This design comes from an exercise in tuning for small area, a short achievable clock period and few clock cycles on the open sky130 flow, not from production work. Only simulation tests tie the RTL to the original design; equivalence was not proved. No activity file was given, so power comes from the tool's default toggle rates.

Design pl_ramp, start of the top module:
module pl_ramp (
    input             clk,
    input             rst,
    input             seg_valid,
    output            seg_ready,
    input      [63:0] seg_value,
    input      [63:0] seg_slope,
    input      [15:0] seg_len,
    output            out_valid,
    input             out_ready,
    output     [63:0] out_data
);
    reg        busy;
    reg        last;       
    reg [15:0] cnt;        
    reg [63:0] value;
    reg        sx;
    reg        x_nan;      
    reg [68:0] pn;         
    reg [68:0] sg;
    reg [11:0] pexp;
    reg [62:0] prod;       
    reg        p_nan;
    reg        p_inf;
    reg        a_big;      
    reg [5:0]  ds;         
    reg        v2;
    reg [56:0] sum2;
    reg [10:0] xb2;
    reg        sb2;
    reg        nan2, inf2, sgn2, sub2;
    reg [5:0]  lz2;
    reg        ov;
    reg        ov_q;       
    reg        rdy_q;      
    reg [63:0] od;
    reg        sv;
    reg [63:0] sd;
    wire [68:0] pn_next;
    wire [68:0] sg_next;
    wire [11:0] pexp_next;
    f64_mul_nat u_acc (
        .pn       (pn),
        .sg       (sg),
        .pexp     (pexp),
        .pn_next  (pn_next),
        .sg_next  (sg_next),
        .pexp_next(pexp_next)
    );
    wire [63:0] prod_next;
    wire        prod_big;
    wire [62:0] prod_trunc;
    wire        prod_up;
    wire [11:0] prod_exp;
    f64_round u_round (
        .sign  (sx),
        .pn    (pn),
  ...
For scale: roughly 4,800 cells after synthesis, about 520 flip-flops, about 210 I/O pins, roughly 0.040 mm2 of cells after synthesis.
==> flow/config.mk <==
export PLATFORM = sky130hd
export DESIGN_NAME = pl_ramp
export DESIGN_NICKNAME = pl_ramp
export VERILOG_FILES = /design/flow/design.v
export SDC_FILE = /design/flow/constraint.sdc
export NUM_CORES = 4
export LEC_CHECK = 0
export CAP_MARGIN = 20
export CORE_MARGIN = 2
export CORE_UTILIZATION = 50
export CTS_CLUSTER_DIAMETER = 150
export CTS_CLUSTER_SIZE = 25
export SLEW_MARGIN = 20
==> flow/constraint.sdc <==
create_clock -name core_clock -period 55.0 [get_ports {clk}]
set_input_delay 11.0000 -clock core_clock [delete_from_list [all_inputs] [get_ports {clk}]]
set_output_delay 11.0000 -clock core_clock [all_outputs]
set_load 0.01 [all_outputs]
standard.sh (not shown) runs the stock make flow with config.mk's settings and CLKGATE_MAP_FILE= SYNTH_SCRIPT=/design/flow/synth_recipe.tcl, a recipe that flattens the netlist after the stock synthesis.
==> flow/flow/run.sh <==
#!/bin/bash
# Layout flow: the standard layout (standard.sh) with two changes.
#  - The port buffers that placement inserts on every input and output are
#    buf_1 cells on the inputs and buf_2 cells on the outputs (the standard
#    flow picks clkdlybuf4s50_1 delay cells for both).
#  - Synthesis maps the logic with flow/abc.script, an area-oriented ABC
#    script, in place of ORFS's abc_speed.script. Everything else in
#    synthesis is ORFS's and the standard flow's own: the flip-flops are mapped before
#    ABC runs and ABC does not touch them.
# ORFS takes its scripts from SCRIPTS_DIR, so this runs the standard flow on
# a copy of ORFS's scripts folder that differs only in those two places.
set -e
rm -rf scripts
cp -r "$FLOW_HOME/scripts" scripts
cp flow/abc.script scripts/abc_speed.script
sed -i 's/^\( *\)buffer_ports {\*}\[env_var_or_empty BUFFER_PORTS_ARGS\]$/\1buffer_ports -inputs -buffer_cell sky130_fd_sc_hd__buf_1\n\1buffer_ports -outputs -buffer_cell sky130_fd_sc_hd__buf_2/' scripts/global_place.tcl
grep -q "buffer_ports -inputs -buffer_cell sky130_fd_sc_hd__buf_1" scripts/global_place.tcl
export SCRIPTS_DIR="$PWD/scripts"
bash standard.sh > standard.log 2>&1
==> flow/flow/abc.script <==
&get -n
&st
&dch
&nf -R 20
&put
buffer -c
topo
stime -c
upsize -c
dnsize -c
The first run completed without violations.
Testbench counts at the start, summed over its fixed seeds: cycles 127,448.
Next try:
CAP_MARGIN = 10   (was 20)
SLEW_MARGIN = 10   (was 20)
After rerunning:
- power barely changes
- final area stays flat
- sequential share of layout area stays flat
- die area stays the same
Next try:
--- a/flow/flow/run.sh
+++ b/flow/flow/run.sh
@@ -4,2 +4 @@
-#    buf_1 cells on the inputs and buf_2 cells on the outputs (the standard
-#    flow picks clkdlybuf4s50_1 delay cells for both).
+#    buf_2 cells (the standard flow picks clkdlybuf4s50_1 delay cells).
@@ -11 +10 @@
-# a copy of ORFS's scripts folder that differs only in those two places.
+# a copy of ORFS's scripts folder that differs only in that one file.
@@ -12,0 +12 @@
+export BUFFER_PORTS_ARGS="-buffer_cell sky130_fd_sc_hd__buf_2"
@@ -16,2 +15,0 @@
-sed -i 's/^\( *\)buffer_ports {\*}\[env_var_or_empty BUFFER_PORTS_ARGS\]$/\1buffer_ports -inputs -buffer_cell sky130_fd_sc_hd__buf_1\n\1buffer_ports -outputs -buffer_cell sky130_fd_sc_hd__buf_2/' scripts/global_place.tcl
-grep -q "buffer_ports -inputs -buffer_cell sky130_fd_sc_hd__buf_1" scripts/global_place.tcl
CAP_MARGIN = 20   (was 10)
CTS_CLUSTER_SIZE = 20   (was 25)
SLEW_MARGIN = 20   (was 10)
Result: Die area stays the same; wire length came out higher by about 1.7%; flip-flop and latch count stays the same; sequential share of layout area came out lower by 0.29 points; core utilization came out higher by 0.48 points; fmax came out lower by about 0.34%; count of clock-buffer cells in the layout came out higher by 13; final area came out higher by about 0.9%; register-to-register slack improves by 0.14 ns; via count stays flat.
Next try:
--- a/flow/flow/run.sh
+++ b/flow/flow/run.sh
@@ -4 +4,2 @@
-#    buf_2 cells (the standard flow picks clkdlybuf4s50_1 delay cells).
+#    buf_1 cells on the inputs and buf_2 cells on the outputs (the standard
+#    flow picks clkdlybuf4s50_1 delay cells for both).
@@ -10 +11 @@
-# a copy of ORFS's scripts folder that differs only in that one file.
+# a copy of ORFS's scripts folder that differs only in those two places.
@@ -12 +12,0 @@
-export BUFFER_PORTS_ARGS="-buffer_cell sky130_fd_sc_hd__buf_2"
@@ -15,0 +16,2 @@
+sed -i 's/^\( *\)buffer_ports {\*}\[env_var_or_empty BUFFER_PORTS_ARGS\]$/\1buffer_ports -inputs -buffer_cell sky130_fd_sc_hd__buf_1\n\1buffer_ports -outputs -buffer_cell sky130_fd_sc_hd__buf_2/' scripts/global_place.tcl
+grep -q "buffer_ports -inputs -buffer_cell sky130_fd_sc_hd__buf_1" scripts/global_place.tcl
Clock power came out lower by a few percent.
Clock-buffer cell count came out lower by 3.
Sequential power hardly moves.
Design area came out lower slightly.
Power came out lower slightly.
Setup slack improved by 0.020 ns.
Utilization came out lower by 0.30 points.
Wire length came out lower slightly.
Cell count stays flat.

* * *

== main ==
Another version of the RTL of pl_ramp (not shown whole).
For scale: ~5900 cells after synthesis, ~520 flip-flops, about 42000 µm² of cells after synthesis.
clock: 55.0 ns
lec_check: 0
abc_area: 1
cap_margin: 20
core_margin: 2
core_utilization: 60
cts_cluster_diameter: 150
cts_cluster_size: 20
place_density: 0.72
slew_margin: 20
==> flow/flow/run.sh <==
#!/bin/bash
# Layout flow: the standard layout, with the port buffers that placement
# inserts on every input and output made buf_2 cells (the standard flow
# picks a clkdlybuf4s50_1 delay cell). Everything else is the standard flow.
set -e
export BUFFER_PORTS_ARGS="-buffer_cell sky130_fd_sc_hd__buf_2"
bash standard.sh > standard.log 2>&1
main finished end to end and its layout was clean on timing, DRC and antenna.
Testbench counts of main, summed over its fixed seeds: cycles 127,448.
Changes in the feature branch relative to main:
- PLACE_DENSITY removed (was 0.72)
- CORE_UTILIZATION changed from 60 to 50
[summary]
- Going from main to the feature branch, setup slack after layout grew by 0.011 ns, period utilization roughly the same, non-clock buffer count increased by about 2.7% relative to the old numbers, clock share of power neither gained nor lost much.

* * *

The RTL this note starts from:
==> flow/design.v <==
module f64_round (
    input         sign,
    input  [68:0] pn,
    input  [11:0] pexp,
    output [63:0] result,
    output        is_inf
);
    wire [52:0] m    = pn[68:16];
    wire        up   = pn[15] && ((|pn[14:0]) || pn[16]);
    wire [53:0] mr   = {1'b0, m} + {53'd0, up};
    wire [11:0] ex   = pexp + {11'd0, mr[53]};
    wire        norm = mr[53] || mr[52];
    assign is_inf = ex >= 12'd2047;
    assign result = is_inf ? {sign, 11'h7FF, 52'd0}
                           : {sign, norm ? ex[10:0] : 11'd0, mr[51:0]};
endmodule
module f64_mul_nat (
    input  [68:0] pn,
    input  [68:0] sg,
    input  [11:0] pexp,
    output [68:0] pn_next,
    output [68:0] sg_next,
    output [11:0] pexp_next
);
    wire [69:0] s  = {1'b0, pn} + {1'b0, sg};
    wire        up = s[69];
    assign pn_next   = up ? s[69:1] : s[68:0];
    assign sg_next   = up ? {1'b0, sg[68:1]} : sg;
    assign pexp_next = pexp + {11'd0, up};
endmodule
module f64_add_order (
    input  [62:0] a,
    input  [62:0] b,
    output        a_big,
    output [5:0]  shift
);
    reg [63:0] gt, eq;
    integer i, l;
    always @* begin
        for (i = 0; i < 64; i = i + 1) begin
            gt[i] = (i < 63) ? (a[i] && !b[i]) : 1'b0;
            eq[i] = (i < 63) ? (a[i] == b[i]) : 1'b1;
        end
        for (l = 1; l < 64; l = l * 2)
            for (i = 0; i < 64; i = i + 2 * l) begin
                gt[i] = gt[i + l] || (eq[i + l] && gt[i]);
                eq[i] = eq[i + l] && eq[i];
            end
    end
    assign a_big = gt[0] || eq[0];
    wire [10:0] xa = {a[62:53], a[52] | ~|a[62:52]};
    wire [10:0] xb = {b[62:53], b[52] | ~|b[62:52]};
    wire [10:0] d  = a_big ? xa - xb : xb - xa;
    assign shift = (|d[10:6] || d[5:0] > 6'd56) ? 6'd56 : d[5:0];
endmodule
module f64_add_align (
    input  [63:0] a,
    input  [63:0] b,
    input         b_nan,
    input         b_inf,
    input         a_big,       
    input  [5:0]  ds,          
    output [56:0] sum,
    output [10:0] x_big,
    output        s_big,
    output        r_nan,       
    output        r_inf,       
    output        r_sign,
    output        sub,         
    output reg [5:0] lz        
);
    wire        sa = a[63];
    wire        sb = b[63];
    wire [10:0] ea = a[62:52];
    wire [51:0] fa = a[51:0];
    wire a_nan = (&ea) && (|fa);
    wire a_inf = (&ea) && !(|fa);
    wire [62:0] big = a_big ? a[62:0] : b[62:0];
    wire [62:0] sml = a_big ? b[62:0] : a[62:0];
    assign      sub = sa ^ sb;
    wire [10:0] eB = big[62:52];
    wire        hB = |eB;
    wire        hS = |sml[62:52];
    wire [10:0] xB = {eB[10:1], eB[0] | !hB};
    wire [52:0] mB = {hB, big[51:0]};
    wire [52:0] mS = {hS, sml[51:0]};
    wire [55:0] sml_sh = {mS, 3'b000} >> ds;
    reg  [52:0] st_mask;
    integer j;
    always @* begin
        for (j = 0; j < 53; j = j + 1)
            st_mask[j] = (j + 3 < ds);
    end
    wire        sml_st = |(mS & st_mask);
    wire [55:0] sml_al = {sml_sh[55:1], sml_sh[0] | sml_st};
    wire [57:0] sum_c = {1'b0, mB, 3'b000, 1'b1}
                      + {sub, sml_al ^ {56{sub}}, sub};
    assign sum = sum_c[57:1];
    reg  [55:0] lim;
    always @* begin
        for (j = 0; j < 56; j = j + 1)
            lim[j] = ({5'd0, xB} == 16'd56 - j);
    end
    wire [55:0] lz_in = sum[55:0] | lim;
    always @* begin
        lz = 6'd0;
        for (j = 0; j < 56; j = j + 1)
            if (lz_in[j]) lz = 6'd55 - j;
    end
    assign x_big  = xB;
    assign s_big  = a_big ? sa : sb;
    assign r_nan  = a_nan || b_nan || (a_inf && b_inf && sub);
    assign r_inf  = a_inf || b_inf;
    assign r_sign = a_inf ? sa : sb;
endmodule
module f64_add_norm (
    input  [56:0] sum,
    input  [10:0] x_big,
    input         s_big,
    input         r_nan,
    input         r_inf,
    input         r_sign,
    input         sub,
    input  [5:0]  lz,
    output [63:0] result
);
    wire        carry = sum[56];
    wire [55:0] y   = carry ? {sum[56:2], sum[1] | sum[0]} : (sum[55:0] << lz);
    wire [11:0] ex  = {1'b0, x_big} + (carry ? 12'd0 : {6'h3F, ~lz}) + 12'd1;
    wire [52:0] mant = y[55:3];
    wire        up   = y[2] && (y[1] || y[0] || y[3]);
    wire [53:0] mr   = {1'b0, mant} + {53'd0, up};
    wire [11:0] ex2  = ex + {11'd0, mr[53]};
    wire        norm = mr[53] || mr[52];
    wire        ovf  = ex2 >= 12'd2047;
    wire        sign = s_big && !(sub && sum == 57'd0);
    assign result = r_nan  ? 64'h7FF8000000000000 :
                    r_inf  ? {r_sign, 11'h7FF, 52'd0} :
                    ovf    ? {sign, 11'h7FF, 52'd0} :
                             {sign, norm ? ex2[10:0] : 11'd0, mr[51:0]};
endmodule
module pl_ramp (
    input             clk,
    input             rst,
    input             seg_valid,
    output            seg_ready,
    input      [63:0] seg_value,
    input      [63:0] seg_slope,
    input      [15:0] seg_len,
    output            out_valid,
    input             out_ready,
    output     [63:0] out_data
);
    reg        busy;
    reg        last;       
    reg [15:0] cnt;        
    reg [63:0] value;
    reg        sx;
    reg        x_nan;      
    reg [68:0] pn;         
    reg [68:0] sg;
    reg [11:0] pexp;
    reg [62:0] prod;       
    reg        p_nan;
    reg        p_inf;
    reg        a_big;      
    reg [5:0]  ds;         
    reg        v2;
    reg [56:0] sum2;
    reg [10:0] xb2;
    reg        sb2;
    reg        nan2, inf2, sgn2, sub2;
    reg [5:0]  lz2;
    reg        ov;
    reg        ov_q;       
    reg        rdy_q;      
    reg [63:0] od;
    reg        sv;
    reg [63:0] sd;
    wire [68:0] pn_next;
    wire [68:0] sg_next;
    wire [11:0] pexp_next;
    f64_mul_nat u_acc (
        .pn       (pn),
        .sg       (sg),
        .pexp     (pexp),
        .pn_next  (pn_next),
        .sg_next  (sg_next),
        .pexp_next(pexp_next)
    );
    wire [63:0] prod_next;
    wire        prod_big;
    f64_round u_round (
        .sign  (sx),
        .pn    (pn),
        .pexp  (pexp),
        .result(prod_next),
        .is_inf(prod_big)
    );
    wire       a_big_n;
    wire [5:0] ds_n;
    f64_add_order u_order (
        .a    (value[62:0]),
        .b    (prod_next[62:0]),
        .a_big(a_big_n),
        .shift(ds_n)
    );
    wire [56:0] sum_a;
    wire [10:0] xb_a;
    wire        sb_a, nan_a, inf_a, sgn_a, sub_a;
    wire [5:0]  lz_a;
    f64_add_align u_align (
        .a     (value),
        .b     ({sx, prod}),
        .b_nan (p_nan),
        .b_inf (p_inf),
        .a_big (a_big),
        .ds    (ds),
        .sum   (sum_a),
        .x_big (xb_a),
        .s_big (sb_a),
        .r_nan (nan_a),
        .r_inf (inf_a),
        .r_sign(sgn_a),
        .sub   (sub_a),
        .lz    (lz_a)
    );
    wire [63:0] res;
    f64_add_norm u_norm (
        .sum   (sum2),
        .x_big (xb2),
        .s_big (sb2),
        .r_nan (nan2),
        .r_inf (inf2),
        .r_sign(sgn2),
        .sub   (sub2),
        .lz    (lz2),
        .result(res)
    );
    wire adv   = !sv;
    wire issue = busy && adv;
    wire take  = !busy || (last && !sv);    
    wire       s_exp_max = &seg_slope[62:52];
    wire       s_hid     = |seg_slope[62:52];
    wire out_free = !ov || out_ready;
    wire busy_n   = rst  ? 1'b0 :
                    take ? seg_valid && (seg_len != 16'd0) :
                           busy && !(issue && last);
    wire last_n   = take  ? seg_len == 16'd1 :
                    issue ? cnt == 16'd2 :
                            last;
    wire sv_n     = !rst && !out_free && (sv || v2);
    wire ov_n     = !rst && (out_free ? sv || v2 : 1'b1);
    always @(posedge clk) begin
        if (take) begin
            cnt   <= seg_len;
            value <= seg_value;
            sx    <= seg_slope[63];
            x_nan <= s_exp_max && (|seg_slope[51:0]);
            pn    <= {s_hid, seg_slope[51:0], 16'd0};
            sg    <= {s_hid, seg_slope[51:0], 16'd0};
            pexp  <= {1'b0, seg_slope[62:53], seg_slope[52] | !s_hid};
            prod  <= 63'd0;
            p_nan <= s_exp_max;
            p_inf <= 1'b0;
            a_big <= 1'b1;
            ds    <= 6'd0;
        end else if (issue) begin
            cnt   <= cnt - 16'd1;
            pn    <= pn_next;
            sg    <= sg_next;
            pexp  <= pexp_next;
            prod  <= prod_next[62:0];
            p_nan <= x_nan;
            p_inf <= prod_big && !x_nan;
            a_big <= a_big_n;
            ds    <= ds_n;
        end
        busy <= busy_n;
        last <= last_n;
        sv   <= sv_n;
        ov   <= ov_n;
        rdy_q <= !busy_n || (last_n && !sv_n);
        ov_q  <= ov_n;
        if (adv) begin
            sum2  <= sum_a;
            xb2   <= xb_a;
            sb2   <= sb_a;
            nan2  <= nan_a;
            inf2  <= inf_a;
            sgn2  <= sgn_a;
            sub2  <= sub_a;
            lz2   <= lz_a;
        end
        if (rst)
            v2 <= 1'b0;
        else if (adv)
            v2 <= issue;
        if (out_free)
            od <= sv ? sd : res;
        if (!sv)
            sd <= res;
    end
    assign seg_ready = rdy_q;
    assign out_valid = ov_q;
    assign out_data  = od;
endmodule
export LEC_CHECK = 0
export CAP_MARGIN = 20
export CORE_MARGIN = 2
export CORE_UTILIZATION = 50
export CTS_CLUSTER_DIAMETER = 150
export CTS_CLUSTER_SIZE = 20
export SLEW_MARGIN = 20
create_clock -name core_clock -period 55.0 [get_ports {clk}]
Scripts as last shown in full above: flow/flow/run.sh
The starting point went through all stages and came out clean.
Testbench counts at the start, summed over its fixed seeds: cycles 127,448.
Rerun with:
==> flow/run.sh (new file) <==
#!/bin/bash
# synth_recipe.tcl (not shown) runs the flow's synth.tcl, then flattens the netlist and writes it again
# the make line also repeats each setting of config.mk as NAME=value (left out here)
make -C /OpenROAD-flow-scripts/flow DESIGN_CONFIG=/design/flow/config.mk WORK_HOME=/design/flow/orfs CLKGATE_MAP_FILE= SYNTH_SCRIPT=/design/flow/synth_recipe.tcl finish
- CORE_UTILIZATION: 50 -> 25
- CTS_CLUSTER_DIAMETER: 150 -> default
- CTS_CLUSTER_SIZE: 20 -> default
removed: flow/flow/run.sh
removed: flow/standard.sh
Hold slack is about the same.
Final cell count goes up by about a fifth.
Routed wire length goes down slightly.

==> separate check: timing with driven ports <==
No port has a modelled driver above. Below, the same layouts with a new extraction and two added sets of constraints.
Step 1 (the two cells are an assumption about what drives the block):
set clk [get_ports {clk}]
set_driving_cell -lib_cell sky130_fd_sc_hd__clkbuf_16 $clk
set_driving_cell -lib_cell sky130_fd_sc_hd__buf_2 [delete_from_list [all_inputs] $clk]
Step 2 times the ports against the registers' clock, not the clock port: input delays grow and output delays shrink by t, the midpoint of the rising clock arrivals with the driver on.
a / b / c = ideal / step 1 / step 2; a / b = the first two.
| run | t, ns | setup slack, ns | hold WS [ns] | slew at the worst register clock pin (ns) |
|---|---|---|---|---|
| the first run of note 1 | 0.673 | 42.842 / 42.770 / 42.470 | 0.458 / 0.458 / 0.458 | 0.12 / 0.12 |
| the second run of note 1 | 0.671 | 42.843 / 42.772 / 42.472 | 0.457 / 0.457 / 0.457 | 0.11 / 0.11 |
| the third run of note 1 | 0.699 | 42.801 / 42.727 / 42.492 | 0.460 / 0.460 / 0.460 | 0.11 / 0.11 |
| the fourth run of note 1 | 0.695 | 42.821 / 42.749 / 42.452 | 0.455 / 0.455 / 0.455 | 0.12 / 0.12 |
| main | 0.694 | 42.825 / 42.754 / 42.547 | 0.461 / 0.461 / 0.461 | 0.10 / 0.10 |
| the feature branch | 0.707 | 42.836 / 42.765 / 42.528 | 0.468 / 0.468 / 0.468 | 0.10 / 0.10 |
| the first run of note 3 | 0.694 | 42.833 / 42.763 / 42.260 | 0.470 / 0.470 / 0.470 | 0.10 / 0.10 |
| the second run of note 3 | 0.736 | 42.359 / 42.286 / 42.095 | 0.469 / 0.469 / 0.469 | 0.08 / 0.08 |
After both steps setup and hold are still met in every run listed. For the first run of note 3, which loses most, drivers alone change the setup slack by -0.070 ns; drivers and shift together by -0.573 ns.
